What follows belongs to an exercise in optimizing a design on an open flow for small area, a short achievable clock period and few clock cycles per item; a production flow would make more cautious choices. At most, simulation tests tie the RTL to the original design; equivalence was not proved. The RTL of runs 1, 2 and 4 to 6 was laid out without a check of its function. No activity file was given, so power comes from the tool's default toggle rates.

$ cat design/flow/flow/run.sh
#!/bin/bash
# Layout flow: the standard ORFS flow (standard.sh) with these changes:
#  - synthesis leaves the adders to ABC (ADDER_MAP_FILE empty, so no
#    full/half-adder cell extraction); registers are the same as the
#    standard synthesis's,
#  - the timing repair steps aim for a setup slack of SETUP_MARGIN ns at
#    the design's clock period.
# Each step's output goes to a log file of its own in this folder.
set -euo pipefail
source flow/settings.sh
ARGS=(ADDER_MAP_FILE= SETUP_SLACK_MARGIN=$SETUP_MARGIN $EXTRA_ARGS)
for step in synth floorplan place cts route finish; do
  bash standard.sh "${ARGS[@]}" $step > log_$step.txt 2>&1
done
$ cat design/flow/flow/settings.sh
SETUP_MARGIN=8.6
EXTRA_ARGS=""
$ cat design/flow/standard.sh
#!/bin/bash
# synth_recipe.tcl (not shown) runs the flow's synth.tcl, then flattens the netlist and writes it again
# the make line also repeats each setting of config.mk as NAME=value (left out here)
make -C /OpenROAD-flow-scripts/flow DESIGN_CONFIG=/design/flow/config.mk WORK_HOME=/design/flow/orfs CLKGATE_MAP_FILE= SYNTH_SCRIPT=/design/flow/synth_recipe.tcl "${@:-finish}"
$ cat design/flow/config.mk
export PLATFORM = sky130hd
export DESIGN_NAME = blackcat_ts
export DESIGN_NICKNAME = blackcat_ts
export VERILOG_FILES = /design/flow/design.v
export SDC_FILE = /design/flow/constraint.sdc
export NUM_CORES = 4
export LEC_CHECK = 0
export CAP_MARGIN = 20
export CORE_MARGIN = 2
export CORE_UTILIZATION = 60
export CTS_CLUSTER_DIAMETER = 100
export CTS_CLUSTER_SIZE = 28
export SLEW_MARGIN = 20
$ cat design/flow/constraint.sdc
create_clock -name core_clock -period 12.0 [get_ports {clk}]
set_input_delay 2.4000 -clock core_clock [delete_from_list [all_inputs] [get_ports {clk}]]
set_output_delay 2.4000 -clock core_clock [all_outputs]
set_load 0.01 [all_outputs]
$ cat design/flow/design.v
module blackcat_ts (
    input  wire        clk,
    input  wire        rst,             
    input  wire        mode_capture,    
    input  wire        coarse_only_en,  
    input  wire        session_start,   
    input  wire        hist_clear,      
    input  wire        cal_build,       
    input  wire        cal_wr,          
    input  wire [3:0]  cal_ch,
    input  wire        cal_set,         
    input  wire [8:0]  cal_lo,
    input  wire [8:0]  cal_hi,
    input  wire        in_valid,
    input  wire [31:0] in_word,
    output wire        in_ready,
    output wire        busy,
    output reg         ts_valid,
    output reg  [3:0]  ts_ch,
    output reg  [27:0] ts_epoch,
    output reg  [11:0] ts_coarse,
    output reg         ts_fine_valid,
    output reg  [11:0] ts_fine,
    output reg         ts_edge,
    output reg         diag_valid,
    output reg  [1:0]  diag_kind,
    output reg  [27:0] diag_info0,
    output reg  [31:0] diag_info1
);
    localparam [1:0] DIAG_HIT_BEFORE_EPOCH = 2'd0,
                     DIAG_EPOCH_DECREASE   = 2'd1,
                     DIAG_MISSING_CAL      = 2'd2,
                     DIAG_DEGENERATE_CAL   = 2'd3;
    localparam [1:0] C_DIV  = 2'd0,    
                     C_ZERO = 2'd1,    
                     C_MAX  = 2'd2,    
                     C_CO   = 2'd3;    
    localparam [11:0] FINE_MAX = 12'd2940;
    localparam integer NDIV = 6;    
    integer i, k;
    function [20:0] r4step;
        input [8:0]  rem;
        input [11:0] sh;
        input [8:0]  d;
        input [10:0] d3;
        reg   [10:0] t;
        reg   [8:0]  s1, s2, s3, r;
        reg          g1, g2, g3;
        begin
            t  = {rem, sh[11:10]};
            g3 = (t >= d3);
            g2 = (t >= {1'b0, d, 1'b0});
            g1 = (t >= {2'b0, d});
            s1 = t[8:0] - d;
            s2 = t[8:0] - {d[7:0], 1'b0};
            s3 = t[8:0] - d3[8:0];
            if (g3)      r = s3;
            else if (g2) r = s2;
            else if (g1) r = s1;
            else         r = t[8:0];
            r4step = {r, sh[9:0], g2, g3 | (g1 & ~g2)};
        end
    endfunction
    reg        rdy_r;
    reg        rst_r;         
    reg        busy_r;
    reg        mode_r;        
    reg        co_r;          
    reg        brd;           
    reg        cw_r;          
    reg        cw_all;        
    reg [3:0]  cw_ch;
    reg        cw_set;
    reg [8:0]  cw_lo;
    reg [8:0]  cw_hi;
    assign in_ready = rdy_r;
    assign busy     = busy_r;
    wire accept = in_valid & rdy_r;
    reg [8:0]  cal_low  [0:15];
    reg [8:0]  cal_dif  [0:15];    
    reg        cap_valid [0:15];
    reg [8:0]  cap_low   [0:15];
    reg [8:0]  cap_high  [0:15];
    wire       cw_tab = cw_set & ~cw_all;
    wire [8:0] cw_blo = cw_lo | {9{~cw_tab}};
    wire [8:0] cw_bd  = (cw_hi - cw_lo) | {9{~cw_tab}};
    reg        v0;
    reg [31:0] w0;
    reg [15:0] w0_oh;      
    wire        is_hit  = w0[31];
    wire [27:0] w_epoch = w0[27:0];
    wire [3:0]  w_ch    = w0[25:22];
    wire [8:0]  w_raw   = w0[20:12];
    wire        brd_nx  = cal_build | (brd & (w_ch != 4'd15));
    wire [3:0]  ch_nx   = cal_build ? 4'd0 : brd ? w_ch + 4'd1 : in_word[25:22];
    reg        have_epoch;
    reg [27:0] epoch;
    wire       sel_cap = mode_r | brd;
    reg  [8:0] r_cal_lo, r_cal_d, r_cap_lo, r_cap_hi;
    reg        k_val;
    always @(*) begin
        r_cal_lo = 9'd0;
        r_cal_d  = 9'd0;
        r_cap_lo = 9'd0;
        r_cap_hi = 9'd0;
        k_val    = 1'b0;
        for (i = 0; i < 16; i = i + 1) begin
            r_cal_lo = r_cal_lo | ({9{w0_oh[i]}} & cal_low[i]);
            r_cal_d  = r_cal_d  | ({9{w0_oh[i]}} & cal_dif[i]);
            r_cap_lo = r_cap_lo | ({9{w0_oh[i]}} & cap_low[i]);
            r_cap_hi = r_cap_hi | ({9{w0_oh[i]}} & cap_high[i]);
            k_val    = k_val    | (w0_oh[i] & cap_valid[i]);
        end
    end
    wire [8:0] c_lo  = sel_cap ? r_cap_lo : r_cal_lo;
    wire [8:0] c_f2  = sel_cap ? r_cap_hi : r_cal_d;
    wire [9:0] c_off = {1'b0, w_raw} - {1'b0, c_lo};
    wire       c_empty = (&c_lo) & c_f2[0];
    wire       c_degen = ~|c_f2;
    wire       c_le_lo = c_off[9] | (w_raw == c_lo);
    wire       c_lt_lo = c_off[9];
    wire       c_gt_hi = (w_raw > c_f2);
    wire dec     = v0 & ~mode_r;
    wire dec_hit = dec & is_hit;
    wire dec_ep  = dec & ~is_hit;
    wire cap_hit = v0 & mode_r & is_hit;
    wire bad_cal = c_empty | c_degen;
    reg        p1_h, p1_e, p1_c;   
    reg [3:0]  p1_f;         
    reg [4:0]  p1_wa;        
    reg [11:0] p1_wb;        
    reg [8:0]  p1_d;         
    reg [8:0]  p1_off;
    wire       p1_bad = p1_f[3] | p1_f[2];
    wire       p1_ge_hi = (p1_off >= p1_d);    
    reg  [1:0] p1_cls;
    always @(*) begin
        if (p1_e)         p1_cls = p1_f[1:0];
        else if (p1_bad)  p1_cls = C_CO;
        else if (p1_f[1]) p1_cls = C_ZERO;
        else if (p1_ge_hi) p1_cls = C_MAX;
        else              p1_cls = C_DIV;
    end
    wire [3:0] p1_ch = p1_wa[4:1];
    wire [20:0] s2_m = {p1_off, 11'd0} + {1'b0, p1_off, 10'd0}
                     + ~{4'd0, p1_off, 7'd0} + ~{10'd0, p1_off, 1'b0} + ~{11'd0, p1_off}
                     + {13'd0, p1_d[8:1]} + 21'd3;
    reg        pd_v   [0:NDIV-1];
    reg        pd_e   [0:NDIV-1];
    reg [1:0]  pd_cls [0:NDIV-1];
    reg [4:0]  pd_wa  [0:NDIV-1];
    reg [11:0] pd_wb  [0:NDIV-1];
    reg [8:0]  pd_d   [0:NDIV-1];
    reg [10:0] pd_d3  [0:NDIV-1];    
    reg [20:0] pd_q   [0:NDIV-1];    
    reg [20:0] st_q [0:NDIV-1];
    always @(*) begin
        for (k = 0; k < NDIV; k = k + 1) begin
            st_q[k] = r4step(pd_q[k][20:12], pd_q[k][11:0], pd_d[k], pd_d3[k]);
        end
    end
    wire [1:0] l_cls = pd_cls[NDIV-1];
    reg busy_nx;
    always @(*) begin
        busy_nx = accept | v0 | p1_h | brd_nx;
        for (k = 0; k < NDIV - 1; k = k + 1)
            busy_nx = busy_nx | pd_v[k];
    end
    always @(posedge clk) begin
        w0 <= in_word;
        w0[25:22] <= ch_nx;
        for (i = 0; i < 16; i = i + 1)
            w0_oh[i] <= (ch_nx == i);
        mode_r <= mode_capture;
        co_r   <= coarse_only_en;
        if (brd) begin
            cw_ch  <= w_ch;
            cw_set <= k_val;
            cw_lo  <= c_lo;
            cw_hi  <= c_f2;
        end else begin
            cw_ch  <= cal_ch;
            cw_set <= cal_set;
            cw_lo  <= cal_lo;
            cw_hi  <= cal_hi;
        end
        p1_wa  <= w0[25:21];
        p1_wb  <= w0[11:0];
        p1_off <= c_off[8:0];
        if (mode_r)
            p1_f <= {2'b00, ~k_val | c_gt_hi, ~k_val | c_lt_lo};
        else if (is_hit)
            p1_f <= {c_empty, c_degen, c_le_lo, 1'b0};
        else
            p1_f <= {2'b00, w0[27:26]};
        p1_d   <= (is_hit & ~mode_r) ? c_f2 : w0[20:12];
        pd_cls[0] <= p1_cls;
        pd_wa[0]  <= p1_wa;
        pd_wb[0]  <= p1_wb;
        pd_d[0]   <= p1_d;
        pd_d3[0]  <= {1'b0, p1_d, 1'b0} + {2'b0, p1_d};
        pd_q[0]   <= s2_m;
        for (k = 1; k < NDIV; k = k + 1) begin
            pd_cls[k] <= pd_cls[k-1];
            pd_wa[k]  <= pd_wa[k-1];
            pd_wb[k]  <= pd_wb[k-1];
            pd_d[k]   <= pd_d[k-1];
            pd_d3[k]  <= pd_d3[k-1];
            pd_q[k]   <= st_q[k-1];
        end
        ts_ch         <= pd_wa[NDIV-1][4:1];
        ts_coarse     <= {pd_wb[NDIV-1][10:0], pd_wa[NDIV-1][0]};
        ts_edge       <= pd_wb[NDIV-1][11];
        ts_fine_valid <= (l_cls != C_CO);
        case (l_cls)
            C_DIV:   ts_fine <= st_q[NDIV-1][11:0];
            C_MAX:   ts_fine <= FINE_MAX;
            default: ts_fine <= 12'd0;
        endcase
        if (pd_e[NDIV-1])
            ts_epoch <= {l_cls, pd_wa[NDIV-1], pd_d[NDIV-1], pd_wb[NDIV-1]};
        diag_info1 <= {w0[31:28] & {4{is_hit}}, w0[27:0]} & {32{dec}};   
        diag_info0 <= is_hit ? {24'd0, w_ch} : epoch;
        if (!is_hit)             diag_kind <= DIAG_EPOCH_DECREASE;
        else if (!have_epoch)    diag_kind <= DIAG_HIT_BEFORE_EPOCH;
        else if (c_empty)        diag_kind <= DIAG_MISSING_CAL;
        else                     diag_kind <= DIAG_DEGENERATE_CAL;
        if (dec_ep)
            epoch <= w_epoch;
        for (i = 0; i < 16; i = i + 1) begin
            if (p1_c && p1_ch == i) begin
                if (p1_f[0]) cap_low[i]  <= p1_d;
                if (p1_f[1]) cap_high[i] <= p1_d;
            end
        end
        for (i = 0; i < 16; i = i + 1) begin
            if (cw_all || (cw_r && cw_ch == i)) begin
                cal_low[i]  <= cw_blo;
                cal_dif[i]  <= cw_bd;
            end
        end
        rst_r  <= rst;
        cw_all <= rst;
        v0     <= accept;           
        cw_r   <= cal_wr | brd;     
        if (rst) begin
            rdy_r      <= 1'b0;
            busy_r     <= 1'b0;
            brd        <= 1'b0;
            ts_valid   <= 1'b0;
            diag_valid <= 1'b0;
        end else begin
            rdy_r      <= ~brd_nx & ~(accept & mode_r);
            busy_r     <= busy_nx;
            brd        <= brd_nx;
            ts_valid   <= pd_v[NDIV-1] & ~rst_r;
            diag_valid <= (dec_ep & have_epoch & (w_epoch < epoch))
                        | (dec_hit & (~have_epoch | bad_cal));
        end
        if (rst_r) begin
            have_epoch <= 1'b0;
            p1_h       <= 1'b0;
            p1_e       <= 1'b0;
            p1_c       <= 1'b0;
            for (k = 0; k < NDIV; k = k + 1) begin
                pd_v[k] <= 1'b0;
                pd_e[k] <= 1'b0;
            end
            for (i = 0; i < 16; i = i + 1)
                cap_valid[i] <= 1'b0;
        end else begin
            if (session_start)
                have_epoch <= 1'b0;
            else if (dec_ep)
                have_epoch <= 1'b1;
            if (hist_clear)
                for (i = 0; i < 16; i = i + 1)
                    cap_valid[i] <= 1'b0;
            else
                for (i = 0; i < 16; i = i + 1)
                    if (p1_c && p1_ch == i)
                        cap_valid[i] <= 1'b1;
            p1_h <= dec_hit & have_epoch;
            p1_e <= dec_ep;
            p1_c <= cap_hit;
            pd_v[0] <= p1_h & (~p1_bad | co_r);
            pd_e[0] <= p1_e;
            for (k = 1; k < NDIV; k = k + 1) begin
                pd_v[k] <= pd_v[k-1];
                pd_e[k] <= pd_e[k-1];
            end
        end
    end
endmodule
==> results of run 1 <==
[layer usage]
metal  vias up  wire length (um)  track usage [%]
met5         -                13                0
met4         2              3420             8.05
met3       190             12900             5.40
met2      1505             56900             47.7
met1     15100             51700             43.1
li1      14000                 -                -
[power breakdown]
| part | internal (uW) | total, uW | switching (uW) |
|---|---|---|---|
| combinational | 1860 | 4200 | 2340 |
| clock | 847 | 2080 | 1230 |
| sequential | 4960 | 5450 | 483 |
[state kept, by name, summed over array words and instances (netlist names), 12 cells and up]
name	count
cal_dif	144
cal_low	144
cap_high	144
cap_low	144
pd_q	126
pd_wb	72
pd_d3	66
pd_d	48
diag_info1	32
w0	32
pd_wa	30
diag_info0	28
epoch	28
ts_epoch	28
cap_valid	16
w0_oh	16
p1_wb	12
pd_cls	12
ts_coarse	12
ts_fine	12
[cell usage after synthesis, types with 8 or more instances]
master	number	area, um^2
a2111oi_0	25	219
a211oi_1	23	173
a21o_1	8	60.1
a21oi_1	134	671
a221oi_1	63	552
a222oi_1	23	230
a22o_1	48	420
a22oi_1	173	1300
a31o_2	10	87.6
a31oi_1	31	194
and2_1	44	275
and3_1	14	87.6
buf_1	32	120
clkbuf_1	145	544
dfxtp_1	598	12000
edfxtp_1	632	19000
inv_1	156	586
maj3_1	89	891
maj3_2	16	180
mux2_2	19	214
mux2i_1	29	290
nand2_1	173	649
nand2b_1	74	463
nand3_1	70	350
nand4_1	35	219
nor2_1	237	890
nor2b_1	89	557
nor3_1	64	320
nor3b_1	8	60.1
nor4_1	15	93.8
o2111ai_1	8	70.1
o211ai_1	14	105
o21a_1	25	188
o21ai_0	112	561
o22ai_1	21	131
o31ai_1	21	158
or2_2	9	56.3
xnor2_1	231	2020
xor2_1	63	552
[repair_timing]
item | 4_1_cts | 5_1_grt
hold buffers | 0 | 0
cloned | 4 | 3
setup endpoints to repair | 222 | 207
pin swaps | 29 | 50
buffers inserted | 23 | 37
resized for setup | 720 | 194
[path summary, 6_finish.rpt]
| check | slack (ns) | endpoint | from |
|---|---|---|---|
| worst max register to register | 8.56 | diag_valid$_SDFF_PP0_ | epoch[0]$_DFFE_PP_ |
| worst min-delay path | 0.33 | pd_wa[3][2]$_DFF_P_ | pd_wa[2][2]$_DFF_P_ |
| worst max-delay path | 8.41 | ts_epoch[3] | ts_epoch[3]$_DFFE_PP_ |
| worst min register to register | 0.33 | pd_wa[3][2]$_DFF_P_ | pd_wa[2][2]$_DFF_P_ |
[through the flow]
step	area (um^2)	power [uW]	utilization [%]
final	52800	11700	68.4
after global routing	52800	12300	68.4
after CTS	51700	11400	67.0
after detailed placement	49800	9220	64.5
after global placement	49800	9100	64.5
after floorplan	46600	8250	-
[area by class of cell]
type                    instances  share of cell area (%)
flip-flops and latches       1230                    58.9
multi-input cells            2140                    28.8
repair buffers                326                    5.77
clock buffers                  83                    2.60
well taps                    1040                    2.46
inverters                     162                    1.20
clock inverters                 7                   0.230
diodes                          1                 0.00474
[logic make-up (layout without fill, tap and decap cells)]
| kind of cell | Yosys count | count (layout) |
|---|---|---|
| AOI/OAI and AO/OA | 826 | 826 |
| xor gates and xnor gates | 294 | 294 |
| adders and majority gates | 105 | 105 |
| buffers and inverters | 348 | 578 |
| DFF | 1230 | 1230 |
| muxes | 48 | 48 |
| other | 0 | 1 |
| and+or+nand+nor | 866 | 867 |
==> impl_metrics.yaml, run 1 <==
outcome:
  status: "no timing/DRC/antenna violations"
yosys:
  yosys_warnings: 15
  yosysSeqAreaShare_pct: 66.4
  ys.flop_type: "edfxtp_1"
  synth_edf_count: 632
  synth_fa_ha_area_share_pct: 2.30
  yosys.area_share.simple_pct: 9.21
  synth_nets: 3781
  syn_avg_cell_area_um2: 12.5
  synth_xor_area_share_pct: 5.52
  synthMuxAreaShare_pct: 1.08
  synth_compound_area_share_pct: 12.7
  synth_cell_type_count: 83
  netlist_instances: 3717
  synthArstFlopShare_pct: 0
  synth_top_family_by_area: "compound AO/OA/AOI/OAI gates"
  ys_ff_latch: 1230
  netlist_area_um2: 46600
worst_setup_path:
  cp_top_family: "flip-flops"
  cp_cell_sequence: "buf_2"
  worstSetupPathType: "register to primary output"
  cp-start-kind: "register"
  cp_slowest_stage_delay_ns: 0.40
  rr_worst_depth: 11
  crit_arrival_ns: 1.19
  cp-end-kind: "primary output"
  crit_buf_inv: 1
  cp.required_ns: 9.60
  crit_cells: 1
  crit_slowest_cell: "edfxtp_1"
  crit_fanout: 1
global_routing:
  grt_overflow: 0
  grt_pass1_vias: 29300
  grt_pass1_wl_um: 180000
  grtUsageTotal_pct: 30.1
  grt_max_degree: 53
  antenna_found_initial: 2
clocking:
  cts_sinks: 1230
  ctsHtreeMaxLevel: 2
  root_buffer: "clkbuf_16"
  cts_buffer_depth: 3
  clkTransAtPathRegs_ns: 0.10
  insertion_delay_ns: 0.67
  cts_buffers: 50
  cts_tree: "built"
power_and_ir_drop:
  power-per-cell-area_nw_per_um2: 222
  vdd_drop_max_mv: 0.212
  leakage_uw: 0.0184
run:
  drv_cap: 0
placed_design:
  finalWeightedCongestion: 0.889
  dp_hpwl_um: 78600
  io_buffer_count: 187
  placed_cells: 4831
  dp_slack_ns: 7.61
timing:
  hold_viol: 0
  tightestPinTransition_ns: 1.14
  maxSlewViolCount: 0
  max_slew_margin_pct: 23.4
  grt_setup_unrepaired: "yes"
  setup_viol: 0
  fin_crit_ns: 3.59
  fmax_ghz: 0.279
  fin_hold_ws_ns: 0.326
  min_period_over_period_pct: 29.9
  fin_tns_setup_ns: 0
  setup_slack_ns: 8.41
  finClkSkew_ns: 0.0448
floorplan:
  die-area_um2: 79900
  ios: 188
  core-area_um2: 77200
  die_w_um: 283
  dieHeight_um: 283
  rows: 102
  initial_core_util_pct: 60.4
route:
  route.vias.total: 30800
  dr.pass1.iters: 6
  avgViaCountPerCell: 6.17
  drtAntennaViolNets: 0
  wl_per_cell_um: 25.0
  wl_um: 125000
  drc: 0
  drtIter0Drc: 3224
hold_path:
  holdPathStages: 0
  hold_class: "register to register"
cells_and_area:
  regArea_um2: 31100
  final_cell_mix: "632 x edfxtp_1, 504 x dfxtp_1, 227 x xnor2_1, 227 x nor2_1, 171 x nand2_1"
  fin_nets: 3974
  final_common_cell: "edfxtp_1"
  drive_gt1_share_pct: 15.9
  nFillCells: 5480
  final_cells: 4989
  multi_input_area_um2: 15200
  areaGrowthSynthToFinish_pct: 13.3
==> inputs of run 2 (changes only) <==
--- a/design/flow/config.mk
+++ b/design/flow/config.mk
@@ -9,5 +9,5 @@
 export CORE_MARGIN = 2
 export CORE_UTILIZATION = 60
 export CTS_CLUSTER_DIAMETER = 100
-export CTS_CLUSTER_SIZE = 28
+export CTS_CLUSTER_SIZE = 22
 export SLEW_MARGIN = 20
==> run 2 against run 1 <==
Still clean. Sequential power barely moved. First-iteration DRC count up 0.68%. Final cell count increased by 0.48%. Critical path depth unchanged. Cell area grew 0.60%. Sequential cell count unchanged. Largest cell class unchanged. Global-route usage rose by 0.22 points.
==> impl_metrics.yaml, run 2 <==
outcome:
  status: "no timing/DRC/antenna violations"
floorplan:
  rows: 102
  core-area_um2: 77200
  die-area_um2: 79900
  ios: 188
  die_w_um: 283
  dieHeight_um: 283
  initial_core_util_pct: 60.4
worst_setup_path:
  cp-end-kind: "primary output"
  crit_fanout: 1
  crit_cells: 1
  endpoint: "ts_epoch[3]"
  worstSetupStartpoint: "ts_epoch[3]$_DFFE_PP_"
  cp_slowest_stage_delay_ns: 0.39
  crit_buf_inv: 1
  rr_worst_depth: 11
  cp_cell_sequence: "buf_2"
  reg2reg_setup_slack_ns: 8.54
  cp.required_ns: 9.60
  r2r-end: "diag_valid$_SDFF_PP0_"
  cp_top_family: "flip-flops"
  worstSetupPathType: "register to primary output"
  reg2reg_from: "epoch[0]$_DFFE_PP_"
  cp-start-kind: "register"
  crit_slowest_cell: "edfxtp_1"
  crit_arrival_ns: 1.17
yosys:
  synth_compound_area_share_pct: 12.7
  yosys.area_share.simple_pct: 9.21
  synthArstFlopShare_pct: 0
  ys.flop_type: "edfxtp_1"
  synth_cell_type_count: 83
  synth_area_leaders: "edfxtp_1 41%, dfxtp_1 26%, xnor2_1 4.3%"
  yosysMostFrequentCell: "edfxtp_1"
  syn_avg_cell_area_um2: 12.5
  synth.largest_area_cell: "edfxtp_1"
  synthMuxAreaShare_pct: 1.08
  synth_edf_count: 632
  netlist.area_leader.share_pct: 40.7
  synth_xor_area_share_pct: 5.52
  synth_common_cells: "632 x edfxtp_1, 598 x dfxtp_1, 237 x nor2_1, 231 x xnor2_1"
  synth_fa_ha_area_share_pct: 2.30
  netlist_instances: 3717
  yosysSeqAreaShare_pct: 66.4
  ys_ff_latch: 1230
  synth_top_family_by_area: "compound AO/OA/AOI/OAI gates"
  netlist_area_um2: 46600
  yosys_warnings: 15
  synth_nets: 3781
power_and_ir_drop:
  power-per-cell-area_nw_per_um2: 226
  internal_power_uw: 7890
  clock_power_share_pct: 19.8
  power.share.sequential_pct: 45.5
  vdd_drop_max_mv: 0.210
  switching_share_pct: 34.3
  comb_power_share_pct: 34.7
  leakage_uw: 0.0186
  p_sw_uw: 4110
global_routing:
  grtUsageTotal_pct: 30.4
  grt_pass1_wl_um: 181000
  grt_overflow: 0
  antenna_found_initial: 3
  grt_max_degree: 53
  grt_pass1_vias: 29500
placed_design:
  io_buffer_count: 187
  finalWeightedCongestion: 0.889
  dp_hpwl_um: 78600
cells_and_area:
  nFillCells: 5446
  post-route-util_pct: 68.8
  areaGrowthSynthToFinish_pct: 14.0
  fin_nets: 3989
  final_cell_mix: "632 x edfxtp_1, 509 x dfxtp_1, 227 x xnor2_1, 227 x nor2_1, 171 x nand2_1"
  multi_input_area_um2: 15200
  drive_gt1_share_pct: 16.0
  final_common_cell: "edfxtp_1"
  regArea_um2: 31100
timing:
  maxSlewViolCount: 0
  grt_setup_unrepaired: "yes"
  hold_viol: 0
  max_slew_margin_pct: 24.6
  finClkSkew_ns: 0.0314
  tightestPinTransition_ns: 1.13
  fin_tns_setup_ns: 0
  fin_crit_ns: 3.57
  fmax_ghz: 0.280
  setup_viol: 0
  fin_hold_ws_ns: 0.321
  min_period_over_period_pct: 29.8
clocking:
  clkTransAtPathRegs_ns: 0.08
  insertion_delay_ns: 0.64
  ctsHtreeMaxLevel: 3
  root_buffer: "clkbuf_16"
  cts_buffer_depth: 3
  cts_sinks: 1230
  cts_tree: "built"
  cts_buffers: 66
hold_path:
  hold_class: "register to register"
route:
  wl_um: 124000
  drtIter0Drc: 3246
  drtAntennaViolNets: 0
  avgViaCountPerCell: 6.18
  route.vias.total: 31000
  drc: 0
  wl_per_cell_um: 24.8
  dr.pass1.iters: 6
run:
  drv_cap: 0
-- run 2: area by class of cell --
cell class,count,area share [%]
Antenna cell,1,0.00471
Clock buffer,108,3.45
Clock inverter,7,0.186
Inverter,162,1.19
Multi-Input combinational cell,2140,28.6
Sequential cell,1230,58.5
Tap cell,1040,2.45
Timing Repair Buffer,325,5.64
-- run 2: power by group through the flow --
stage                     registers (uW)  clock network, uW  logic [uW]
after floorplan                     5270                  0        2980
after global placement              5500                  0        3600
after detailed placement            5520                  0        3700
after CTS                           5430               2410        3860
after global routing                5510               2560        4550
final                               5450               2380        4170
-- run 2: logic make-up after synthesis --
kind of cell	after synthesis
simple gates	866
compound gates	826
fa+ha+maj	105
flops	1230
xor+xnor	294
buf+inv	348
mux	48
-- run 2: how the worst min path moves through the flow --
stage	from	endpoint	slack [ns]	cells after the start
2_1_floorplan	pd_cls[0][0]$_DFF_P_	pd_cls[1][0]$_DFF_P_	0.31	0
3_3_place_gp	pd_wb[2][8]$_DFF_P_	pd_wb[3][8]$_DFF_P_	0.31	0
3_5_place_dp	pd_q[0][0]$_DFF_P_	pd_q[1][2]$_DFF_P_	0.31	0
4_1_cts	pd_q[4][2]$_DFF_P_	pd_q[5][4]$_DFF_P_	0.31	0
5_1_grt	pd_q[4][4]$_DFF_P_	pd_q[5][6]$_DFF_P_	0.33	0
6_report	pd_q[4][2]$_DFF_P_	pd_q[5][4]$_DFF_P_	0.32	0
-- run 2: per-layer routing --
layer	up-vias	part of all wire, %	track usage, %
met5	-	0.018	0
met4	4	3.1	8.64
met3	230	10	5.74
met2	1549	45	47.7
met1	15200	41	43.4
li1	14000	-	-
-- run 2: per-stage QoR --
step	setup slack (ns)	power, uW	area, um^2	std cells
CTS	8.38	11700	52100	4978
global route	8.37	12600	53100	5012
floorplan	8.58	8250	46600	3717
global placement	7.72	9100	49800	4830
finish	8.43	12000	53100	5013
detailed placement	7.61	9220	49800	4831
-- run 2: what timing repair did --
action | CTS | global route
gates resized for setup | 709 | 187
cloned | 4 | 1
setup buffers | 28 | 33
setup endpoints to repair | 222 | 207
hold buffers | 0 | 0
pin swaps | 27 | 39
==> inputs of run 3 (changes only) <==
--- a/design/flow/design.v
+++ b/design/flow/design.v
@@ -44,19 +44,20 @@
         input [8:0]  d;
         input [10:0] d3;
         reg   [10:0] t;
-        reg   [8:0]  s1, s2, s3, r;
+        reg   [11:0] f1, f2, f3;
+        reg   [8:0]  r;
         reg          g1, g2, g3;
         begin
             t  = {rem, sh[11:10]};
-            g3 = (t >= d3);
-            g2 = (t >= {1'b0, d, 1'b0});
-            g1 = (t >= {2'b0, d});
-            s1 = t[8:0] - d;
-            s2 = t[8:0] - {d[7:0], 1'b0};
-            s3 = t[8:0] - d3[8:0];
-            if (g3)      r = s3;
-            else if (g2) r = s2;
-            else if (g1) r = s1;
+            f1 = {1'b0, t} - {3'b0, d};
+            f2 = {1'b0, t} - {2'b0, d, 1'b0};
+            f3 = {1'b0, t} - {1'b0, d3};
+            g1 = ~f1[11];
+            g2 = ~f2[11];
+            g3 = ~f3[11];
+            if (g3)      r = f3[8:0];
+            else if (g2) r = f2[8:0];
+            else if (g1) r = f1[8:0];
             else         r = t[8:0];
             r4step = {r, sh[9:0], g2, g3 | (g1 & ~g2)};
         end
--- a/design/flow/config.mk
+++ b/design/flow/config.mk
@@ -9,5 +9,5 @@
 export CORE_MARGIN = 2
 export CORE_UTILIZATION = 60
 export CTS_CLUSTER_DIAMETER = 100
-export CTS_CLUSTER_SIZE = 22
+export CTS_CLUSTER_SIZE = 28
 export SLEW_MARGIN = 20
==> run 3 against run 2 <==
Utilization is 0.61 points higher. Largest cell class unchanged. Worst setup slack lost 0.0041 ns. Area after synthesis shrank 0.96%. Register-to-register slack worse by 0.02 ns. Cell area down 0.59%. Via count is 1.4% lower. Hold slack better by 0.0047 ns. Critical path depth unchanged. Global-route usage rose by 0.24 points.
==> impl_metrics.yaml, run 3 <==
timing:
  grt_setup_unrepaired: "yes"
  fin_tns_setup_ns: 0
  min_period_over_period_pct: 29.8
  maxSlewViolCount: 0
  setup_viol: 0
  fin_crit_ns: 3.57
  max_slew_margin_pct: 19.7
  tightestPinTransition_ns: 1.20
  finClkSkew_ns: 0.0290
  hold_viol: 0
  setup_slack_ns: 8.43
  fmax_ghz: 0.280
worst_setup_path:
  cp-end-kind: "primary output"
  cp_top_family: "flip-flops"
  crit_slowest_cell: "edfxtp_1"
  cp-start-kind: "register"
  worstSetupPathType: "register to primary output"
  crit_buf_inv: 1
  reg2reg_setup_slack_ns: 8.52
  cp_slowest_stage_delay_ns: 0.38
  cp.required_ns: 9.60
  crit_fanout: 1
  crit_arrival_ns: 1.17
  cp_cell_sequence: "buf_2"
global_routing:
  antenna_found_initial: 2
  grt_max_degree: 50
  grt_overflow: 0
  grtUsageTotal_pct: 30.6
  grt_pass1_wl_um: 181000
  grt_pass1_vias: 28900
cells_and_area:
  final_cell_mix: "632 x edfxtp_1, 515 x dfxtp_1, 192 x nor2_1"
  fin_nets: 3877
  final_common_cell: "edfxtp_1"
  areaGrowthSynthToFinish_pct: 14.4
  final_cells: 4880
  post-route-util_pct: 69.4
  drive_gt1_share_pct: 17.1
clocking:
  cts_sinks: 1230
  insertion_delay_ns: 0.65
  root_buffer: "clkbuf_16"
  cts_hold_buf: 0
  cts_buffers: 50
  clkTransAtPathRegs_ns: 0.10
  cts_tree: "built"
  cts_buffer_depth: 3
  ctsHtreeMaxLevel: 2
yosys:
  synth_common_cells: "632 x edfxtp_1, 598 x dfxtp_1, 204 x nor2_1, 196 x xnor2_1, 189 x nand2_1"
  synth.largest_area_cell: "edfxtp_1"
  yosys_warnings: 15
  netlist_instances: 3599
  synth_area_leaders: "edfxtp_1 41%, dfxtp_1 26%, xnor2_1 3.7%"
  netlist_area_um2: 46200
  yosysSeqAreaShare_pct: 67.0
  ys.flop_type: "edfxtp_1"
  yosysMostFrequentCell: "edfxtp_1"
  synthArstFlopShare_pct: 0
  ys_ff_latch: 1230
  netlist.area_leader.share_pct: 41.1
  syn_avg_cell_area_um2: 12.8
  synth_nets: 3663
  synth_edf_count: 632
  synth_cell_type_count: 94
floorplan:
  die_w_um: 281
  rows: 101
  die-area_um2: 79200
  core-area_um2: 76100
  initial_core_util_pct: 60.7
  ios: 188
  dieHeight_um: 281
run:
  drv_cap: 0
placed_design:
  finalWeightedCongestion: 0.898
  placed_cells: 4709
  dp_slack_ns: 7.65
  dp_hpwl_um: 76500
  io_buffer_count: 187
route:
  route.vias.total: 30600
  avgViaCountPerCell: 6.26
  drtAntennaViolNets: 0
  wl_um: 127000
  wl_per_cell_um: 25.9
  dr.pass1.iters: 8
  drc: 0
  drtIter0Drc: 3464
power_and_ir_drop:
  vdd_drop_max_mv: 0.271
  power-per-cell-area_nw_per_um2: 225
  leakage_uw: 0.0185
  switching_share_pct: 34.8
  internal_power_uw: 7760
  p_sw_uw: 4140
  clock_power_share_pct: 17.3
  power.share.sequential_pct: 45.5
  comb_power_share_pct: 37.2
outcome:
  status: "no timing/DRC/antenna violations"
hold_path:
  hold_class: "register to register"
-- run 3: cell types whose count changed after synthesis, sizes merged, moves of 23 or more --
cell	previous run	this run
o21ai	113	89
clkbuf	145	110
xnor2	231	197
inv	156	132
nor2	237	204
a21oi	134	111
-- run 3: final cells by class --
type                            count  area [um^2]
Clock inverter                      6         71.3
Clock buffer                       82         1390
Tap cell                         1030         1290
Timing Repair Buffer              327         3130
Multi-Input combinational cell   2067        15300
Inverter                          137          528
Antenna cell                        1         2.50
Sequential cell                  1230        31100
Fill cell                        5400        23300
-- run 3: path summary, 6_finish.rpt --
path / from / to / cells past startpoint
max reg2reg: p1_d[0]$_DFF_P_ / pd_cls[0][1]$_DFF_P_ / 12
min reg2reg: pd_q[0][7]$_DFF_P_ / pd_q[1][9]$_DFF_P_ / 0
max: ts_epoch[16]$_DFFE_PP_ / ts_epoch[16] / 1
min: pd_q[0][7]$_DFF_P_ / pd_q[1][9]$_DFF_P_ / 0
-- run 3: stage by stage --
step | hold WS, ns | total power, uW | instance area [um^2]
detailed placement | 0.312 | 9160 | 49400
global placement | 0.310 | 9060 | 49300
global route | 0.338 | 12500 | 52800
floorplan | 0.310 | 8190 | 46200
CTS | 0.329 | 11400 | 51300
finish | 0.326 | 11900 | 52800
-- run 3: cells by family (layout without fill, tap and decap cells) --
group	count (synthesis)	count (layout)	synth area share, %
compound gates	764	764	12.1
xor+xnor	260	260	4.95
fa+ha+maj	105	105	2.35
buf+inv	303	552	2.57
flops	1230	1230	67.0
mux	56	56	1.29
other cells	0	1	0
simple gates	881	882	9.67
-- run 3: power groups by stage --
stage | registers (uW) | logic (uW) | clock network (uW)
5_1_grt | 5470 | 4790 | 2230
3_5_place_dp | 5490 | 3670 | 0
4_1_cts | 5390 | 3900 | 2090
6_report | 5410 | 4430 | 2060
2_1_floorplan | 5280 | 2910 | 0
3_3_place_gp | 5470 | 3590 | 0
-- run 3: metal layers --
layer / GRT usage, % / up-vias / wire, um
li1: - / 13700 / -
met4: 8.13 / 0 / 4060
met3: 4.88 / 245 / 13700
met1: 44.7 / 15000 / 52200
met5: 0 / - / 0
met2: 47.9 / 1655 / 56600
-- run 3: repair_timing --
action	CTS	global route
buffers inserted	18	51
cloned	4	8
setup endpoints to repair	225	210
pin swaps	31	68
hold endpoints to repair	0	0
gates resized for setup	711	218
Testbench counts of run 3, summed over its fixed seeds: cycles 24,064, items 24,000.
==> inputs of run 4 (changes only) <==
--- a/design/flow/design.v
+++ b/design/flow/design.v
@@ -79,12 +79,13 @@
     wire accept = in_valid & rdy_r;
     reg [8:0]  cal_low  [0:15];
     reg [8:0]  cal_dif  [0:15];    
-    reg        cap_valid [0:15];
+    reg        hclr_r;        
     reg [8:0]  cap_low   [0:15];
     reg [8:0]  cap_high  [0:15];
-    wire       cw_tab = cw_set & ~cw_all;
+    wire [9:0] cw_d   = {1'b0, cw_hi} - {1'b0, cw_lo};
+    wire       cw_tab = cw_set & ~cw_all & ~cw_d[9];
     wire [8:0] cw_blo = cw_lo | {9{~cw_tab}};
-    wire [8:0] cw_bd  = (cw_hi - cw_lo) | {9{~cw_tab}};
+    wire [8:0] cw_bd  = cw_d[8:0] | {9{~cw_tab}};
     reg        v0;
     reg [31:0] w0;
     reg [15:0] w0_oh;      
@@ -98,19 +99,16 @@
     reg [27:0] epoch;
     wire       sel_cap = mode_r | brd;
     reg  [8:0] r_cal_lo, r_cal_d, r_cap_lo, r_cap_hi;
-    reg        k_val;
     always @(*) begin
         r_cal_lo = 9'd0;
         r_cal_d  = 9'd0;
         r_cap_lo = 9'd0;
         r_cap_hi = 9'd0;
-        k_val    = 1'b0;
         for (i = 0; i < 16; i = i + 1) begin
             r_cal_lo = r_cal_lo | ({9{w0_oh[i]}} & cal_low[i]);
             r_cal_d  = r_cal_d  | ({9{w0_oh[i]}} & cal_dif[i]);
             r_cap_lo = r_cap_lo | ({9{w0_oh[i]}} & cap_low[i]);
             r_cap_hi = r_cap_hi | ({9{w0_oh[i]}} & cap_high[i]);
-            k_val    = k_val    | (w0_oh[i] & cap_valid[i]);
         end
     end
     wire [8:0] c_lo  = sel_cap ? r_cap_lo : r_cal_lo;
@@ -143,6 +141,9 @@
         else              p1_cls = C_DIV;
     end
     wire [3:0] p1_ch = p1_wa[4:1];
+    wire       cp_clr = hclr_r | rst_r;
+    wire [8:0] cp_blo = p1_d | {9{cp_clr}};
+    wire [8:0] cp_bhi = p1_d & {9{~cp_clr}};
     wire [20:0] s2_m = {p1_off, 11'd0} + {1'b0, p1_off, 10'd0}
                      + ~{4'd0, p1_off, 7'd0} + ~{10'd0, p1_off, 1'b0} + ~{11'd0, p1_off}
                      + {13'd0, p1_d[8:1]} + 21'd3;
@@ -173,10 +174,11 @@
         for (i = 0; i < 16; i = i + 1)
             w0_oh[i] <= (ch_nx == i);
         mode_r <= mode_capture;
+        hclr_r <= hist_clear;
         co_r   <= coarse_only_en;
         if (brd) begin
             cw_ch  <= w_ch;
-            cw_set <= k_val;
+            cw_set <= 1'b1;
             cw_lo  <= c_lo;
             cw_hi  <= c_f2;
         end else begin
@@ -189,7 +191,7 @@
         p1_wb  <= w0[11:0];
         p1_off <= c_off[8:0];
         if (mode_r)
-            p1_f <= {2'b00, ~k_val | c_gt_hi, ~k_val | c_lt_lo};
+            p1_f <= {2'b00, c_gt_hi, c_lt_lo};
         else if (is_hit)
             p1_f <= {c_empty, c_degen, c_le_lo, 1'b0};
         else
@@ -229,10 +231,10 @@
         if (dec_ep)
             epoch <= w_epoch;
         for (i = 0; i < 16; i = i + 1) begin
-            if (p1_c && p1_ch == i) begin
-                if (p1_f[0]) cap_low[i]  <= p1_d;
-                if (p1_f[1]) cap_high[i] <= p1_d;
-            end
+            if (cp_clr || (p1_c && p1_ch == i && p1_f[0]))
+                cap_low[i]  <= cp_blo;
+            if (cp_clr || (p1_c && p1_ch == i && p1_f[1]))
+                cap_high[i] <= cp_bhi;
         end
         for (i = 0; i < 16; i = i + 1) begin
             if (cw_all || (cw_r && cw_ch == i)) begin
@@ -267,20 +269,11 @@
                 pd_v[k] <= 1'b0;
                 pd_e[k] <= 1'b0;
             end
-            for (i = 0; i < 16; i = i + 1)
-                cap_valid[i] <= 1'b0;
         end else begin
             if (session_start)
                 have_epoch <= 1'b0;
             else if (dec_ep)
                 have_epoch <= 1'b1;
-            if (hist_clear)
-                for (i = 0; i < 16; i = i + 1)
-                    cap_valid[i] <= 1'b0;
-            else
-                for (i = 0; i < 16; i = i + 1)
-                    if (p1_c && p1_ch == i)
-                        cap_valid[i] <= 1'b1;
             p1_h <= dec_hit & have_epoch;
             p1_e <= dec_ep;
             p1_c <= cap_hit;
==> run 4 against run 3 <==
Sequential power increased by 1%. Highest routed layer is now met5. Sequential share of layout area increased by 1.4 points. Fmax fell by 0.87%. Utilization down 2.1 points. Worst setup slack worse by 0.031 ns. Synthesized cell count rose by 0.17%. Clock skew increased by 0.013 ns. Critical endpoint is now p1_f[1]$_DFF_P_. Power decreased by 4.2%. Non-clock buffer count down 47. Register-to-register slack lost 0.13 ns. Area after synthesis fell by 0.59%. Combinational power decreased by 13%.
==> impl_metrics.yaml, run 4 <==
yosys:
  yosys_warnings: 14
  yosysSeqAreaShare_pct: 66.8
  netlist_instances: 3605
  synth_fa_ha_area_share_pct: 2.09
  synthArstFlopShare_pct: 0
  netlist_area_um2: 45900
  synthMuxAreaShare_pct: 1.07
  yosysMostFrequentCell: "edfxtp_1"
  netlist.area_leader.share_pct: 41.3
  synth_edf_count: 632
  synth_cell_type_count: 90
  syn_avg_cell_area_um2: 12.7
  synth_common_cells: "632 x edfxtp_1, 583 x dfxtp_1, 216 x xnor2_1, 210 x nor2_1, 199 x nand2_1"
  ys_ff_latch: 1215
  synth_area_leaders: "edfxtp_1 41%, dfxtp_1 25%, xnor2_1 4.1%"
  yosys.area_share.simple_pct: 9.11
  synth_nets: 3669
  synth_xor_area_share_pct: 5.51
  synth_top_family_by_area: "compound AO/OA/AOI/OAI gates"
  synth_compound_area_share_pct: 12.7
  ys.flop_type: "edfxtp_1"
  synth.largest_area_cell: "edfxtp_1"
clocking:
  clkTransAtPathRegs_ns: 0.12
  root_buffer: "clkbuf_16"
  cts_buffer_depth: 3
  cts_sinks: 1215
  insertion_delay_ns: 0.66
  cts_buffers: 50
  cts_tree: "built"
  ctsHtreeMaxLevel: 2
route:
  avgViaCountPerCell: 6.20
  wl_um: 119000
  drtAntennaViolNets: 0
  drc: 0
  wl_per_cell_um: 24.8
  dr.pass1.iters: 6
  drtIter0Drc: 2617
  route.vias.total: 29800
worst_setup_path:
  crit_fanout: 36
  crit_slowest_cell: "a222oi_1"
  crit_arrival_ns: 4.18
  cp_common_cell: "maj3_2"
  cp_slowest_stage_delay_ns: 0.38
  worstSetupPathType: "register to register"
  crit_buf_inv: 2
  cp_top_family: "adder cells"
  cp.required_ns: 12.57
  cp-start-kind: "register"
  cp_cell_sequence: "buf_6 -> a222oi_1 -> nand3_1 -> a2111oi_4 -> buf_4 -> nor2_2 -> maj3_2 -> maj3_2 -> maj3_2 -> maj3_2 -> o31a_1 -> a311oi_1"
  cp-end-kind: "register"
power_and_ir_drop:
  vdd_drop_max_mv: 0.177
  leakage_uw: 0.0179
  power-per-cell-area_nw_per_um2: 223
timing:
  setup_viol: 0
  fin_crit_ns: 3.61
  maxSlewViolCount: 0
  tightestPinTransition_ns: 1.07
  hold_viol: 0
  max_slew_margin_pct: 28.7
  fin_tns_setup_ns: 0
  min_period_over_period_pct: 30.1
  fmax_ghz: 0.277
  grt_setup_unrepaired: "yes"
  finClkSkew_ns: 0.0417
cells_and_area:
  final_common_cell: "edfxtp_1"
  fin_area_um2: 51100
  drive_gt1_share_pct: 13.8
  post-route-util_pct: 67.3
  final_cell_mix: "632 x edfxtp_1, 496 x dfxtp_1, 214 x xnor2_1"
  fin_nets: 3839
  areaGrowthSynthToFinish_pct: 11.2
  final_cells: 4795
  nFillCells: 5502
placed_design:
  finalWeightedCongestion: 0.904
  io_buffer_count: 187
  dp_hpwl_um: 78600
  postPlaceCellArea_um2: 49000
  placed_cells: 4685
floorplan:
  ios: 188
  core-area_um2: 75800
  die_w_um: 281
  dieHeight_um: 281
  initial_core_util_pct: 60.5
  die-area_um2: 78700
  rows: 101
run:
  drv_cap: 0
global_routing:
  grtUsageTotal_pct: 29.4
  grt_pass1_wl_um: 174000
  grt_overflow: 0
  grt_max_degree: 44
  grt_pass1_vias: 28400
  antenna_found_initial: 3
hold_path:
  hold_class: "register to register"
outcome:
  status: "no timing/DRC/antenna violations"
run 4: changes by cell type in the layout (fill, tap and decap cells not counted), moves of 16 or more:
cell     previous run  this run
maj3_2             38        18
dfxtp_1           515       496
xnor2_1           186       214
dfxtp_2            64        82
a21oi_1           103       119
o21ai_0            70       107
buf_2              77        57
buf_6              57        76
a22oi_1           177       146
run 4: per-layer routing:
layer | wire length, um | track usage (%) | up-vias | part of all wire, %
met5 | 13 | 0 | - | 0.011
met4 | 5270 | 12.0 | 2 | 4.4
met3 | 8340 | 3.45 | 289 | 7.0
met2 | 60400 | 52.1 | 1312 | 51
met1 | 44600 | 36.7 | 14600 | 38
li1 | - | - | 13600 | -
run 4: layout make-up:
type	count	area [um^2]	share of cell area, %
Sequential cell	1215	30800	60.3
Multi-Input combinational cell	2080	14500	28.5
Timing Repair Buffer	280	2420	4.74
Clock buffer	87	1420	2.78
Tap cell	978	1220	2.40
Inverter	148	559	1.10
Clock inverter	6	104	0.203
Antenna cell	1	2.50	0.00490
run 4: logic make-up after synthesis:
| logic type | after synthesis |
|---|---|
| adder cells (fa/ha/maj) | 94 |
| multiplexers | 46 |
| buffers and inverters | 311 |
| XOR/XNOR | 289 |
| flip-flops | 1215 |
| AND/OR/NAND/NOR | 841 |
| AO/OA/AOI/OAI | 809 |
run 4: per-stage QoR:
step | setup slack, ns | total power [uW] | hold slack, ns
after global routing | 8.32 | 12000 | 0.332
after global placement | 7.67 | 9120 | 0.310
final | 8.39 | 11400 | 0.331
after CTS | 8.36 | 11300 | 0.326
after detailed placement | 7.56 | 9220 | 0.312
after floorplan | 8.72 | 8270 | 0.310
run 4: worst paths after layout:
path | cells past startpoint | slack, ns | to | startpoint
setup / recovery | 12 | 8.39 | p1_f[1]$_DFF_P_ | w0_oh[6]$_DFF_P_
hold / removal | 0 | 0.33 | pd_wb[3][11]$_DFF_P_ | pd_wb[2][11]$_DFF_P_
setup reg to reg | 12 | 8.39 | p1_f[1]$_DFF_P_ | w0_oh[6]$_DFF_P_
hold reg to reg | 0 | 0.33 | pd_wb[3][11]$_DFF_P_ | pd_wb[2][11]$_DFF_P_
run 4: where the power goes:
group / switching (uW) / internal, uW
sequential: 503 / 4980
clock: 1220 / 851
combinational: 2160 / 1690
run 4: timing repair:
action | 4_1_cts | 5_1_grt
buffers inserted | 9 | 6
setup endpoints to repair | 415 | 414
hold buffers | 0 | 0
gates resized for setup | 692 | 83
cloned | 0 | 1
pin swaps | 5 | 13
==> inputs of run 5 (changes only) <==
--- a/design/flow/design.v
+++ b/design/flow/design.v
@@ -96,7 +96,8 @@
     wire        brd_nx  = cal_build | (brd & (w_ch != 4'd15));
     wire [3:0]  ch_nx   = cal_build ? 4'd0 : brd ? w_ch + 4'd1 : in_word[25:22];
     reg        have_epoch;
-    reg [27:0] epoch;
+    reg [27:0] epoch;          
+    reg [27:0] epoch_b;        
     wire       sel_cap = mode_r | brd;
     reg  [8:0] r_cal_lo, r_cal_d, r_cap_lo, r_cap_hi;
     always @(*) begin
@@ -116,9 +117,7 @@
     wire [9:0] c_off = {1'b0, w_raw} - {1'b0, c_lo};
     wire       c_empty = (&c_lo) & c_f2[0];
     wire       c_degen = ~|c_f2;
-    wire       c_le_lo = c_off[9] | (w_raw == c_lo);
     wire       c_lt_lo = c_off[9];
-    wire       c_gt_hi = (w_raw > c_f2);
     wire dec     = v0 & ~mode_r;
     wire dec_hit = dec & is_hit;
     wire dec_ep  = dec & ~is_hit;
@@ -129,14 +128,16 @@
     reg [4:0]  p1_wa;        
     reg [11:0] p1_wb;        
     reg [8:0]  p1_d;         
-    reg [8:0]  p1_off;
+    reg [8:0]  p1_off;       
     wire       p1_bad = p1_f[3] | p1_f[2];
-    wire       p1_ge_hi = (p1_off >= p1_d);    
+    wire       p1_le_lo = p1_f[1] | (p1_off == 9'd0);   
+    wire       p1_ge_hi = (p1_off >= p1_d);          
+    wire       p1_gt_hi = (p1_d > p1_off);           
     reg  [1:0] p1_cls;
     always @(*) begin
         if (p1_e)         p1_cls = p1_f[1:0];
         else if (p1_bad)  p1_cls = C_CO;
-        else if (p1_f[1]) p1_cls = C_ZERO;
+        else if (p1_le_lo) p1_cls = C_ZERO;
         else if (p1_ge_hi) p1_cls = C_MAX;
         else              p1_cls = C_DIV;
     end
@@ -189,11 +190,11 @@
         end
         p1_wa  <= w0[25:21];
         p1_wb  <= w0[11:0];
-        p1_off <= c_off[8:0];
+        p1_off <= mode_r ? c_f2 : c_off[8:0];
         if (mode_r)
-            p1_f <= {2'b00, c_gt_hi, c_lt_lo};
+            p1_f <= {3'b000, c_lt_lo};
         else if (is_hit)
-            p1_f <= {c_empty, c_degen, c_le_lo, 1'b0};
+            p1_f <= {c_empty, c_degen, c_lt_lo, 1'b0};
         else
             p1_f <= {2'b00, w0[27:26]};
         p1_d   <= (is_hit & ~mode_r) ? c_f2 : w0[20:12];
@@ -220,8 +221,9 @@
             C_MAX:   ts_fine <= FINE_MAX;
             default: ts_fine <= 12'd0;
         endcase
-        if (pd_e[NDIV-1])
-            ts_epoch <= {l_cls, pd_wa[NDIV-1], pd_d[NDIV-1], pd_wb[NDIV-1]};
+        if (pd_e[NDIV-2])
+            epoch_b <= {pd_cls[NDIV-2], pd_wa[NDIV-2], pd_d[NDIV-2], pd_wb[NDIV-2]};
+        ts_epoch <= epoch_b;
         diag_info1 <= {w0[31:28] & {4{is_hit}}, w0[27:0]} & {32{dec}};   
         diag_info0 <= is_hit ? {24'd0, w_ch} : epoch;
         if (!is_hit)             diag_kind <= DIAG_EPOCH_DECREASE;
@@ -233,7 +235,7 @@
         for (i = 0; i < 16; i = i + 1) begin
             if (cp_clr || (p1_c && p1_ch == i && p1_f[0]))
                 cap_low[i]  <= cp_blo;
-            if (cp_clr || (p1_c && p1_ch == i && p1_f[1]))
+            if (cp_clr || (p1_c && p1_ch == i && p1_gt_hi))
                 cap_high[i] <= cp_bhi;
         end
         for (i = 0; i < 16; i = i + 1) begin
==> design/flow/flow/run.sh (replaced) <==
#!/bin/bash
# Layout flow: the standard ORFS flow (standard.sh) with these changes,
# set in flow/settings.sh:
#  - synthesis leaves the adders to ABC (ADDER_MAP_FILE empty, so no
#    full/half-adder cell extraction); the registers are the same as the
#    standard synthesis's,
#  - the timing repair steps aim for a setup slack of SETUP_MARGIN ns at
#    the design's clock period,
#  - optional clock tree synthesis arguments (CTS_ARGS).
# Each step's output goes to a log file of its own in this folder.
set -euo pipefail
source flow/settings.sh
ARGS=(ADDER_MAP_FILE= SETUP_SLACK_MARGIN=$SETUP_MARGIN)
if [[ -n "${CTS_ARGS_SET:-}" ]]; then ARGS+=("CTS_ARGS=$CTS_ARGS_SET"); fi
for step in synth floorplan place cts route finish; do
  bash standard.sh "${ARGS[@]}" $step > log_$step.txt 2>&1
done
==> design/flow/flow/settings.sh (replaced) <==
SETUP_MARGIN=8.6
==> run 5 against run 4 <==
Non-clock buffer count up 126. Register-to-register slack better by 0.096 ns. Global-route usage up 2.2 points. Hold slack worse by 0.0017 ns. Utilization up 3.5 points. Die area down 0.62%. Largest power group unchanged.
==> impl_metrics.yaml, run 5 <==
power_and_ir_drop:
  power.share.sequential_pct: 47.3
  clock_power_share_pct: 17.9
  power-per-cell-area_nw_per_um2: 217
  leakage_uw: 0.0189
  vdd_drop_max_mv: 0.174
  p_sw_uw: 3860
  power_uw: 11600
  comb_power_share_pct: 34.9
  internal_power_uw: 7770
  switching_share_pct: 33.2
yosys:
  ys_ff_latch: 1242
  synth_fa_ha_area_share_pct: 2.86
  synthMuxAreaShare_pct: 0.831
  syn_avg_cell_area_um2: 12.9
  netlist.area_leader.share_pct: 41.6
  synth_common_cells: "632 x edfxtp_1, 610 x dfxtp_1, 211 x xnor2_1, 189 x nand2_1, 177 x nor2_1"
  yosysSeqAreaShare_pct: 68.4
  synth_top_family_by_area: "compound AO/OA/AOI/OAI gates"
  synth.largest_area_cell: "edfxtp_1"
  synth_xor_area_share_pct: 5.20
  synth_edf_count: 632
  synth_area_leaders: "edfxtp_1 42%, dfxtp_1 27%, xnor2_1 4.1%"
  yosysMostFrequentCell: "edfxtp_1"
  synth_nets: 3588
  synthArstFlopShare_pct: 0
  synth_cell_type_count: 84
  synth_compound_area_share_pct: 11.5
  netlist_instances: 3524
  yosys.area_share.simple_pct: 8.72
  ys.flop_type: "edfxtp_1"
  yosys_warnings: 14
  netlist_area_um2: 45600
clocking:
  cts_buffers: 51
  clkTransAtPathRegs_ns: 0.11
  cts_tree: "built"
  root_buffer: "clkbuf_16"
  insertion_delay_ns: 0.67
  ctsHtreeMaxLevel: 2
  cts_buffer_depth: 3
  cts_sinks: 1242
  cts_hold_buf: 0
timing:
  fin_crit_ns: 3.55
  fin_tns_setup_ns: 0
  grt_setup_unrepaired: "yes"
  fmax_ghz: 0.282
  tightestPinTransition_ns: 1.26
  setup_viol: 0
  hold_viol: 0
  finClkSkew_ns: 0.0392
  min_period_over_period_pct: 29.6
  maxSlewViolCount: 0
  max_slew_margin_pct: 14.8
cells_and_area:
  final_common_cell: "edfxtp_1"
  fin_nets: 3893
  areaGrowthSynthToFinish_pct: 17.4
  post-route-util_pct: 70.9
  final_cell_mix: "632 x edfxtp_1, 483 x dfxtp_1, 202 x xnor2_1"
  drive_gt1_share_pct: 21.7
global_routing:
  antenna_found_initial: 3
  grt_max_degree: 39
  grt_pass1_wl_um: 184000
  grtUsageTotal_pct: 31.6
  grt_overflow: 0
  grt_pass1_vias: 29200
floorplan:
  ios: 188
  initial_core_util_pct: 60.4
  core-area_um2: 75600
  rows: 101
  dieHeight_um: 280
  die_w_um: 280
  die-area_um2: 78200
route:
  avgViaCountPerCell: 6.24
  dr.pass1.iters: 8
  wl_um: 128000
  route.vias.total: 30200
  drtAntennaViolNets: 0
  drtIter0Drc: 3505
  drc: 0
  wl_per_cell_um: 26.4
placed_design:
  dp_hpwl_um: 81400
  finalWeightedCongestion: 0.911
  io_buffer_count: 187
worst_setup_path:
  cp.required_ns: 9.60
  crit_buf_inv: 1
  crit_slowest_cell: "dfxtp_4"
  cp_slowest_stage_delay_ns: 0.38
  cp_top_family: "flip-flops"
  worstSetupPathType: "register to primary output"
  crit_arrival_ns: 1.15
  cp_cell_sequence: "buf_6"
  cp-end-kind: "primary output"
  crit_fanout: 1
  cp-start-kind: "register"
run:
  drv_cap: 0
outcome:
  status: "no timing/DRC/antenna violations"
hold_path:
  hold_class: "register to register"
==> run 5: path summary, 6_finish.rpt <==
check,cells past startpoint,to,start,slack [ns]
worst min register to register,0,ts_coarse[8]$_DFF_P_,pd_wb[5][7]$_DFF_P_,0.33
worst max-delay path,1,ts_valid,ts_valid$_SDFF_PP0_,8.45
worst max register to register,12,ts_fine[0]$_DFF_P_,pd_d3[5][0]$_DFF_P_,8.49
worst min-delay path,0,ts_coarse[8]$_DFF_P_,pd_wb[5][7]$_DFF_P_,0.33
==> run 5: logic make-up (layout without fill, tap and decap cells) <==
| family | count (synthesis) | count (layout) |
|---|---|---|
| AOI/OAI and AO/OA | 752 | 755 |
| DFF | 1242 | 1242 |
| xor gates and xnor gates | 271 | 271 |
| and+or+nand+nor | 794 | 798 |
| muxes | 35 | 35 |
| adders and majority gates | 128 | 128 |
| buffers and inverters | 302 | 637 |
| other | 0 | 2 |
==> run 5: layout make-up <==
class	instances	area [um^2]
Inverter	141	559
Clock buffer	81	1390
Sequential cell	1242	31400
Timing Repair Buffer	406	4050
Tap cell	978	1220
Fill cell	5144	22000
Multi-Input combinational cell	1987	14800
Antenna cell	2	5.00
Clock inverter	9	115
==> run 5: power by group through the flow <==
stage               Combinational [uW]  Clock, uW  Sequential (uW)
finish                            4050       2080             5500
global route                      4390       2250             5560
CTS                               3700       2100             5480
detailed placement                3290          0             5560
global placement                  3220          0             5550
floorplan                         2560          0             5370
==> run 5: timing repair <==
action / 4_1_cts / 5_1_grt
pin swaps: 55 / 87
buffers inserted: 79 / 54
endpoints found under the setup margin: 610 / 519
gates cloned: 12 / 6
resized for setup: 974 / 158
==> run 5: per-layer routing <==
| layer | vias up | share of wire [%] | global-route usage, % |
|---|---|---|---|
| met5 | - | 0.023 | 0 |
| met4 | 4 | 4.5 | 12.9 |
| met3 | 318 | 8.9 | 5.00 |
| met2 | 1679 | 50 | 54.1 |
| met1 | 14700 | 37 | 40.3 |
| li1 | 13500 | - | - |
==> run 5: metrics by stage <==
stage | hold WS (ns) | area [um^2] | instances | worst slack, ns
2_1_floorplan | 0.310 | 45700 | 3524 | 8.53
3_3_place_gp | 0.310 | 48900 | 4602 | 7.50
3_5_place_dp | 0.312 | 48900 | 4602 | 7.56
4_1_cts | 0.332 | 52300 | 4783 | 8.42
5_1_grt | 0.329 | 53500 | 4845 | 8.37
6_report | 0.329 | 53500 | 4846 | 8.45
==> inputs of run 6 (changes only) <==
==> design/flow/flow/settings.sh (replaced) <==
SETUP_MARGIN=8.5
CTS_ARGS_SET="-sink_clustering_enable -repair_clock_nets -sink_clustering_size 28 -sink_clustering_max_diameter 100 -dont_use_dummy_load"
--- a/design/flow/config.mk
+++ b/design/flow/config.mk
@@ -8,6 +8,4 @@
 export CAP_MARGIN = 20
 export CORE_MARGIN = 2
 export CORE_UTILIZATION = 60
-export CTS_CLUSTER_DIAMETER = 100
-export CTS_CLUSTER_SIZE = 28
 export SLEW_MARGIN = 20
==> run 6 against run 5 <==
Area after synthesis is the same. Worst setup slack got worse by 0.041 ns. Still clean on timing, DRC and antenna. Largest power group unchanged. Critical path type is now register to register. Cell area down 0.93%. Critical path depth is 9 higher. Non-clock buffer count shrank 13. Critical endpoint is now diag_valid$_SDFF_PP0_. Utilization fell by 0.66 points. Sequential share of layout area rose by 0.55 points. Fmax down 1.1%.
==> impl_metrics.yaml, run 6 <==
outcome:
  status: "no timing/DRC/antenna violations"
clocking:
  cts_buffer_depth: 3
  clkTransAtPathRegs_ns: 0.11
  ctsHtreeMaxLevel: 2
  insertion_delay_ns: 0.68
  cts_sinks: 1242
  cts_hold_buf: 0
  cts_tree: "built"
  cts_buffers: 51
  root_buffer: "clkbuf_16"
timing:
  fin_tns_setup_ns: 0
  grt_setup_unrepaired: "yes"
  min_period_over_period_pct: 29.9
  fmax_ghz: 0.278
  max_slew_margin_pct: 22.4
  setup_viol: 0
  tightestPinTransition_ns: 1.15
  finClkSkew_ns: 0.135
  hold_viol: 0
  fin_crit_ns: 3.59
  fin_hold_ws_ns: 0.277
  maxSlewViolCount: 0
worst_setup_path:
  reg2reg_from: "w0_oh[11]$_DFF_P_"
  crit_buf_inv: 1
  worstSetupPathType: "register to register"
  reg2reg_setup_slack_ns: 8.41
  rr_worst_depth: 10
  cp_slowest_stage_delay_ns: 0.66
  cp_cell_sequence: "buf_6 -> a22oi_1 -> nand4_1 -> nor2_1 -> a21oi_1 -> nor4_1 -> nand2_1 -> nor4_1 -> o211ai_1 -> o31ai_1"
  cp-start-kind: "register"
  crit_fanout: 36
  crit_arrival_ns: 4.17
  crit_cells: 10
  cp_common_cell: "nor4_1"
  crit_slowest_cell: "nor2_1"
  cp-end-kind: "register"
  cp.required_ns: 12.58
  cp_top_family: "simple AND/OR/NAND/NOR gates"
  r2r-end: "diag_valid$_SDFF_PP0_"
route:
  wl_um: 126000
  drtIter0Drc: 3939
  drtAntennaViolNets: 0
  dr.pass1.iters: 9
  route.vias.total: 30100
  drc: 0
  wl_per_cell_um: 26.2
  avgViaCountPerCell: 6.27
yosys:
  synth.largest_area_cell: "edfxtp_1"
  netlist_area_um2: 45600
  syn_avg_cell_area_um2: 12.9
  yosysSeqAreaShare_pct: 68.4
  synth_cell_type_count: 84
  ys.flop_type: "edfxtp_1"
  yosys_warnings: 14
  ys_ff_latch: 1242
  netlist.area_leader.share_pct: 41.6
  synth_nets: 3588
  netlist_instances: 3524
  synth_area_leaders: "edfxtp_1 42%, dfxtp_1 27%, xnor2_1 4.1%"
  yosysMostFrequentCell: "edfxtp_1"
  synth_common_cells: "632 x edfxtp_1, 610 x dfxtp_1, 211 x xnor2_1, 189 x nand2_1, 177 x nor2_1"
  synth_edf_count: 632
  synthArstFlopShare_pct: 0
floorplan:
  initial_core_util_pct: 60.4
  rows: 101
  core-area_um2: 75600
  die-area_um2: 78200
  ios: 188
  die_w_um: 280
  dieHeight_um: 280
global_routing:
  grt_pass1_wl_um: 182000
  grt_pass1_vias: 28700
  antenna_found_initial: 3
  grtUsageTotal_pct: 31.1
  grt_overflow: 0
  grt_max_degree: 42
cells_and_area:
  drive_gt1_share_pct: 20.7
  areaGrowthSynthToFinish_pct: 16.3
  nFillCells: 5181
  post-route-util_pct: 70.2
  final_cell_mix: "632 x edfxtp_1, 488 x dfxtp_1, 199 x xnor2_1"
  fin_nets: 3885
  final_common_cell: "edfxtp_1"
  n_antenna_cell: 0
power_and_ir_drop:
  leakage_uw: 0.0187
  power-per-cell-area_nw_per_um2: 216
  vdd_drop_max_mv: 0.151
placed_design:
  io_buffer_count: 187
  dp_hpwl_um: 80300
  finalWeightedCongestion: 0.910
run:
  drv_cap: 0
hold_path:
  min_from: "pd_d3[4][4]$_DFF_P_"
  holdPathStages: 0
  hold_class: "register to register"
  whs_endpoint: "pd_d3[5][4]$_DFF_P_"
-- run 6: cell counts after synthesis --
No cell type changed its count.
-- run 6: final cells by class --
type,instances,area (um^2),share of cell area (%)
clock buffers,51,1280,2.41
repair buffers,393,3840,7.25
flip-flops and latches,1242,31400,59.2
well taps,978,1220,2.31
inverters,141,556,1.05
multi-input cells,1992,14700,27.8
-- run 6: worst max path at each step --
stage / startpoint / end / slack [ns]
final: w0_oh[11]$_DFF_P_ / diag_valid$_SDFF_PP0_ / 8.41
after global routing: rdy_r$_SDFF_PP0_ / in_ready / 8.37
after CTS: diag_info1[30]$_DFF_P_ / diag_info1[30] / 8.38
after detailed placement: p1_off[1]$_DFF_P_ / cap_high[5][5]$_DFFE_PP_ / 7.47
after global placement: p1_off[1]$_DFF_P_ / cap_high[7][5]$_DFFE_PP_ / 7.49
after floorplan: pd_d3[5][0]$_DFF_P_ / ts_fine[0]$_DFF_P_ / 8.51
-- run 6: what timing repair did --
item	4_1_cts	5_1_grt
setup buffers	41	66
pin swaps	49	83
setup endpoints to repair	609	563
gates cloned	14	7
resized for setup	899	207
-- run 6: per-layer routing --
layer / vias up / wire length (um) / track usage (%) / share of wire (%)
met1: 14800 / 47900 / 40.5 / 38
met4: 2 / 5410 / 11.3 / 4.3
met5: - / 12 / 0 / 0.0095
li1: 13400 / - / - / -
met2: 1531 / 61100 / 52.8 / 49
met3: 306 / 11200 / 5.01 / 8.9
-- run 6: stage by stage --
stage / cells / cell area, um^2 / total power (uW) / setup slack [ns]
2_1_floorplan: 3524 / 45700 / 7940 / 8.51
3_5_place_dp: 4618 / 49000 / 8850 / 7.47
3_3_place_gp: 4618 / 49000 / 8770 / 7.49
4_1_cts: 4724 / 51600 / 11100 / 8.38
5_1_grt: 4797 / 53000 / 12000 / 8.37
6_report: 4797 / 53000 / 11500 / 8.41
-- run 6: logic make-up (layout without fill, tap and decap cells) --
| group | after synthesis | in the layout | share of synthesized area, % |
|---|---|---|---|
| AO/OA/AOI/OAI | 752 | 757 | 11.5 |
| XOR/XNOR | 271 | 271 | 5.20 |
| adder cells (fa/ha/maj) | 128 | 128 | 2.86 |
| buffers and inverters | 302 | 585 | 2.54 |
| flip-flops | 1242 | 1242 | 68.4 |
| multiplexers | 35 | 35 | 0.831 |
| AND/OR/NAND/NOR | 794 | 801 | 8.72 |
-- run 6: where the power goes --
group          internal [uW]  leakage (uW)  switching, uW
Combinational           1850       0.00738           2150
Clock                    763      0.000628           1200
Sequential              5060        0.0107            425
Total                   7670        0.0187           3780
-- run 6: worst reg2reg max path, cell delays in order, from the launching register on --
cell,delay (ns)
dfxtp_1,0.32
buf_6,0.24
a22oi_1,0.50
nand4_1,0.24
nor2_1,0.66
a21oi_1,0.29
nor4_1,0.29
nand2_1,0.08
nor4_1,0.52
o211ai_1,0.24
o31ai_1,0.12

[afterwards: timing with drivers on the ports]
Ports are ideal in the flow. The routed layouts listed here were re-timed in OpenROAD. Step 1 sets driving cells, clkbuf_16 on the clock port and buf_2 on the other inputs (assumed; they add their load-dependent delay and slew). Step 2 times the ports against the registers' clock, not the clock port: input delays grow and output delays shrink by t, the midpoint of the rising clock arrivals with the driver on. a / b / c = ideal ports / drivers / drivers and shift; a / b = the first two.
run	t, ns	slack for setup (ns)	worst setup path at the end
run 1	0.723	8.414 / 8.343 / 8.002	input to register
run 2	0.694	8.429 / 8.361 / 7.976	input to register
run 3	0.711	8.425 / 8.353 / 8.068	input to register
run 4	0.706	8.394 / 8.344 / 7.916	input to register
run 5	0.716	8.450 / 8.382 / 7.887	input to register
run 6	0.680	8.409 / 8.350 / 8.035	input to register
After both steps setup and hold are still met in every run listed. For run 5, which loses most, drivers alone change the setup slack by -0.068 ns; drivers and shift together by -0.563 ns.
